From an optimization exercise on the open Yosys and OpenROAD flow, aimed at small area and a short achievable clock period; shortcuts taken in it are not production practice.
At most, simulation tests tie the RTL to the original design; equivalence was not proved.
Power is estimated from default activity; no workload was simulated.

== before ==
## r10k_sched
module r10k_sched (
    input  logic        clk,
    input  logic        rst,           
    input  logic [7:0]  n_insts,       
    output logic [7:0]  prog_addr,     
    input  logic [31:0] prog_data0,    
    input  logic [31:0] prog_data1,    
    output logic [1:0]  status,        
    output logic [15:0] cycle,
    output logic [1:0]  fetch_v,
    output logic [15:0] fetch_idx,
    output logic [1:0]  decode_v,
    output logic [15:0] decode_idx,
    output logic [1:0]  dispatch_v,
    output logic [15:0] dispatch_idx,
    output logic [1:0]  issue_v,
    output logic [15:0] issue_idx,
    output logic [1:0]  execute_v,
    output logic [15:0] execute_idx,
    output logic [1:0]  complete_v,
    output logic [15:0] complete_idx,
    output logic [1:0]  retire_v,
    output logic [15:0] retire_idx
);
  localparam logic [1:0] ST_RUN = 2'd0, ST_DONE = 2'd1, ST_ABORT = 2'd2;
  localparam int DECW = 17;
  logic [7:0]             fp, nd, nr;
  logic [1:0]             fq_len, dq_len;
  logic [4:0]             rob_cnt;
  logic [4:0]             flc;                  
  logic [1:0][DECW-1:0]   fq, dq;
  logic [15:0]            rob_done, rob_dv;
  logic [15:0]            map_rdy;
  logic [3:0]             rs_busy, rs_iss, rs_w1, rs_w2;
  logic [3:0][3:0]        rs_t1, rs_t2, rs_slot, rs_d;
  logic [3:0]             rs_lat;               
  logic [1:0]             xq_len;
  logic [1:0][1:0]        xq_k;                 
  logic [1:0]             cq_len;
  ...
Settings: LEC_CHECK=0, CAP_MARGIN=20, CORE_MARGIN=2, CORE_UTILIZATION=40, SLEW_MARGIN=20; clock period 11.0 ns.
standard.sh (not shown) runs the stock make flow with config.mk's settings and CLKGATE_MAP_FILE= SYNTH_SCRIPT=/design/flow/synth_recipe.tcl, a recipe that flattens the netlist after the stock synthesis.
==> flow/flow/run.sh <==
#!/bin/bash
# The standard layout (the standard.sh, standard synthesis unchanged), with two changes to
# how the layout is optimised, not to what it is measured against:
#  - the port buffers are plain buffers (buf_2) instead of the default delay-style cell;
#  - the setup repair aims for more slack than the standard margin, and may change a cell's
#    footprint when it resizes.
# make's full output goes to flow.log here; ORFS's per-step logs stay under orfs/logs.
set -euo pipefail
bash standard.sh "BUFFER_PORTS_ARGS=-buffer_cell sky130_fd_sc_hd__buf_2" \
  SETUP_SLACK_MARGIN=7 MATCH_CELL_FOOTPRINT=0 finish > flow.log 2>&1
### before -> after
--- a/flow/flow/run.sh
+++ b/flow/flow/run.sh
@@ -8,3 +8,3 @@
 set -euo pipefail
 bash standard.sh "BUFFER_PORTS_ARGS=-buffer_cell sky130_fd_sc_hd__buf_2" \
-  SETUP_SLACK_MARGIN=7 MATCH_CELL_FOOTPRINT=0 finish > flow.log 2>&1
+  SETUP_SLACK_MARGIN=6 MATCH_CELL_FOOTPRINT=0 finish > flow.log 2>&1
- Going from before to after, number of multi-input combinational cells held steady; cell count shrank by 66.
- Compared with before, in after post-route fraction of the period consumed by the critical path rose by 3.6 points; combined area of the multi-input logic cells saw a decrease.
- In the tables for before and after, share of the final layout cell area in sequential cells reads higher with after.
No functional check of the RTL was part of any run of this note.


## rev 12
Another version of the RTL of r10k_sched (not shown whole).
For scale: about 2500 cells after synthesis, ~400 flip-flops, roughly 230 I/O pins, about 0.025 sq mm of cells after synthesis.
export LEC_CHECK = 0
export CAP_MARGIN = 20
export CORE_MARGIN = 2
export CORE_UTILIZATION = 40
export SLEW_MARGIN = 20
create_clock -name core_clock -period 11.0 [get_ports {clk}]
==> flow/flow/run.sh <==
#!/bin/bash
# The standard layout (the standard.sh, standard synthesis unchanged), with two changes to
# how the layout is optimised, not to what it is measured against:
#  - the port buffers are plain buffers (buf_2) instead of the default delay-style cell;
#  - the setup repair aims for more slack than the standard margin, and may change a cell's
#    footprint when it resizes.
# make's full output goes to flow.log here; ORFS's per-step logs stay under orfs/logs.
set -euo pipefail
bash standard.sh "BUFFER_PORTS_ARGS=-buffer_cell sky130_fd_sc_hd__buf_2" \
  SETUP_SLACK_MARGIN=7 MATCH_CELL_FOOTPRINT=0 finish > flow.log 2>&1
Modified inputs, rev 13 compared to rev 12
diff --git a/flow/flow/run.sh b/flow/flow/run.sh
--- a/flow/flow/run.sh
+++ b/flow/flow/run.sh
@@ -10 +10 @@
-  SETUP_SLACK_MARGIN=7 MATCH_CELL_FOOTPRINT=0 finish > flow.log 2>&1
+  SETUP_SLACK_MARGIN=6.5 MATCH_CELL_FOOTPRINT=0 finish > flow.log 2>&1
## What came out
- | shortest clock period the worst path allows after layout | rev 13 vs rev 12 | worse |
- Between rev 12 and rev 13, the routed wire length is lower for rev 13.
- Compared with rev 12, rev 13 shows a lower non-clock buffer contribution to total cell area.
- Rev 13 against rev 12: final estimated routing congestion in global placement up about 2.4%, multi-input combinational cell area down 3.8%, synthesis-to-layout area growth down 4.9 points.


r10k_sched, a different RTL version from the one above (not shown whole).
For scale: ~25000 µm² of cells after synthesis.
clock: 11.0 ns
lec_check: 0
cap_margin: 20
core_margin: 2
core_utilization: 40
setup_slack_margin: 5
slew_margin: 20
run.sh (not shown) runs the stock make flow with config.mk's settings and CLKGATE_MAP_FILE= SYNTH_SCRIPT=/design/flow/synth_recipe.tcl, a recipe that flattens the netlist after the stock synthesis.
Stock flow here: none of the scripts above is used.
==> next run, changes <==
==> flow/flow/run.sh (new file) <==
#!/bin/bash
# The standard layout (the standard.sh, standard synthesis unchanged), with two changes to
# how the layout is optimised, not to what it is measured against:
#  - the port buffers are plain buffers (buf_4) instead of the default delay-style cell;
#  - the setup repair aims for more slack than the standard margin, and may change a cell's
#    footprint when it resizes.
# make's full output goes to flow.log here; ORFS's per-step logs stay under orfs/logs.
set -euo pipefail
bash standard.sh "BUFFER_PORTS_ARGS=-buffer_cell sky130_fd_sc_hd__buf_4" \
  SETUP_SLACK_MARGIN=7.5 MATCH_CELL_FOOTPRINT=0 finish > flow.log 2>&1
==> flow/standard.sh (new file) <==
#!/bin/bash
# synth_recipe.tcl (not shown) runs the flow's synth.tcl, then flattens the netlist and writes it again
# the make line also repeats each setting of config.mk as NAME=value (left out here)
make -C /OpenROAD-flow-scripts/flow DESIGN_CONFIG=/design/flow/config.mk WORK_HOME=/design/flow/orfs CLKGATE_MAP_FILE= SYNTH_SCRIPT=/design/flow/synth_recipe.tcl "${@:-finish}"
Settings changed: SETUP_SLACK_MARGIN 5 to not set.
removed: flow/run.sh
Result:
- The new run went through all stages and came out clean
- design area went up by 27%
- power went up by 20%
- worst setup slack gains 740 ps
- via count went up by 12%
No run of this note included a check of the RTL's function; only the layout flow was run.

[re-timing with driven ports]
How much do the figures lean on ideal ports? The routed layouts below were timed once more, with nothing changed but the port constraints.
Step 1 (the two cells are an assumption about what drives the block):
set clk [get_ports {clk}]
set_driving_cell -lib_cell sky130_fd_sc_hd__clkbuf_16 $clk
set_driving_cell -lib_cell sky130_fd_sc_hd__buf_2 [delete_from_list [all_inputs] $clk]
Step 2 also shifts input and output timing later by t, the mid clock arrival at the registers, as if the neighbouring blocks saw the same clock.
Three values: no drivers, after step 1, after step 2; two values: the first two.
| run | t (ns) | setup WS [ns] | worst slew at a driven data input, ns |
|---|---|---|---|
| before | 0.637 | 6.407 / 6.347 / 6.357 | 0.07 |
| after | 0.641 | 6.015 / 6.015 / 5.933 | 0.03 |
| rev 12 | 0.663 | 6.553 / 6.492 / 6.397 | 0.05 |
| rev 13 | 0.639 | 6.463 / 6.406 / 6.135 | 0.05 |
| the first run of note 3 | 0.632 | 5.213 / 5.155 / 5.266 | 0.05 |
| the second run of note 3 | 0.645 | 5.948 / 5.888 / 6.315 | 0.06 |
After both steps setup and hold are still met in every run listed. For rev 13, which loses most, drivers alone change the setup slack by -0.057 ns; drivers and shift together by -0.328 ns.
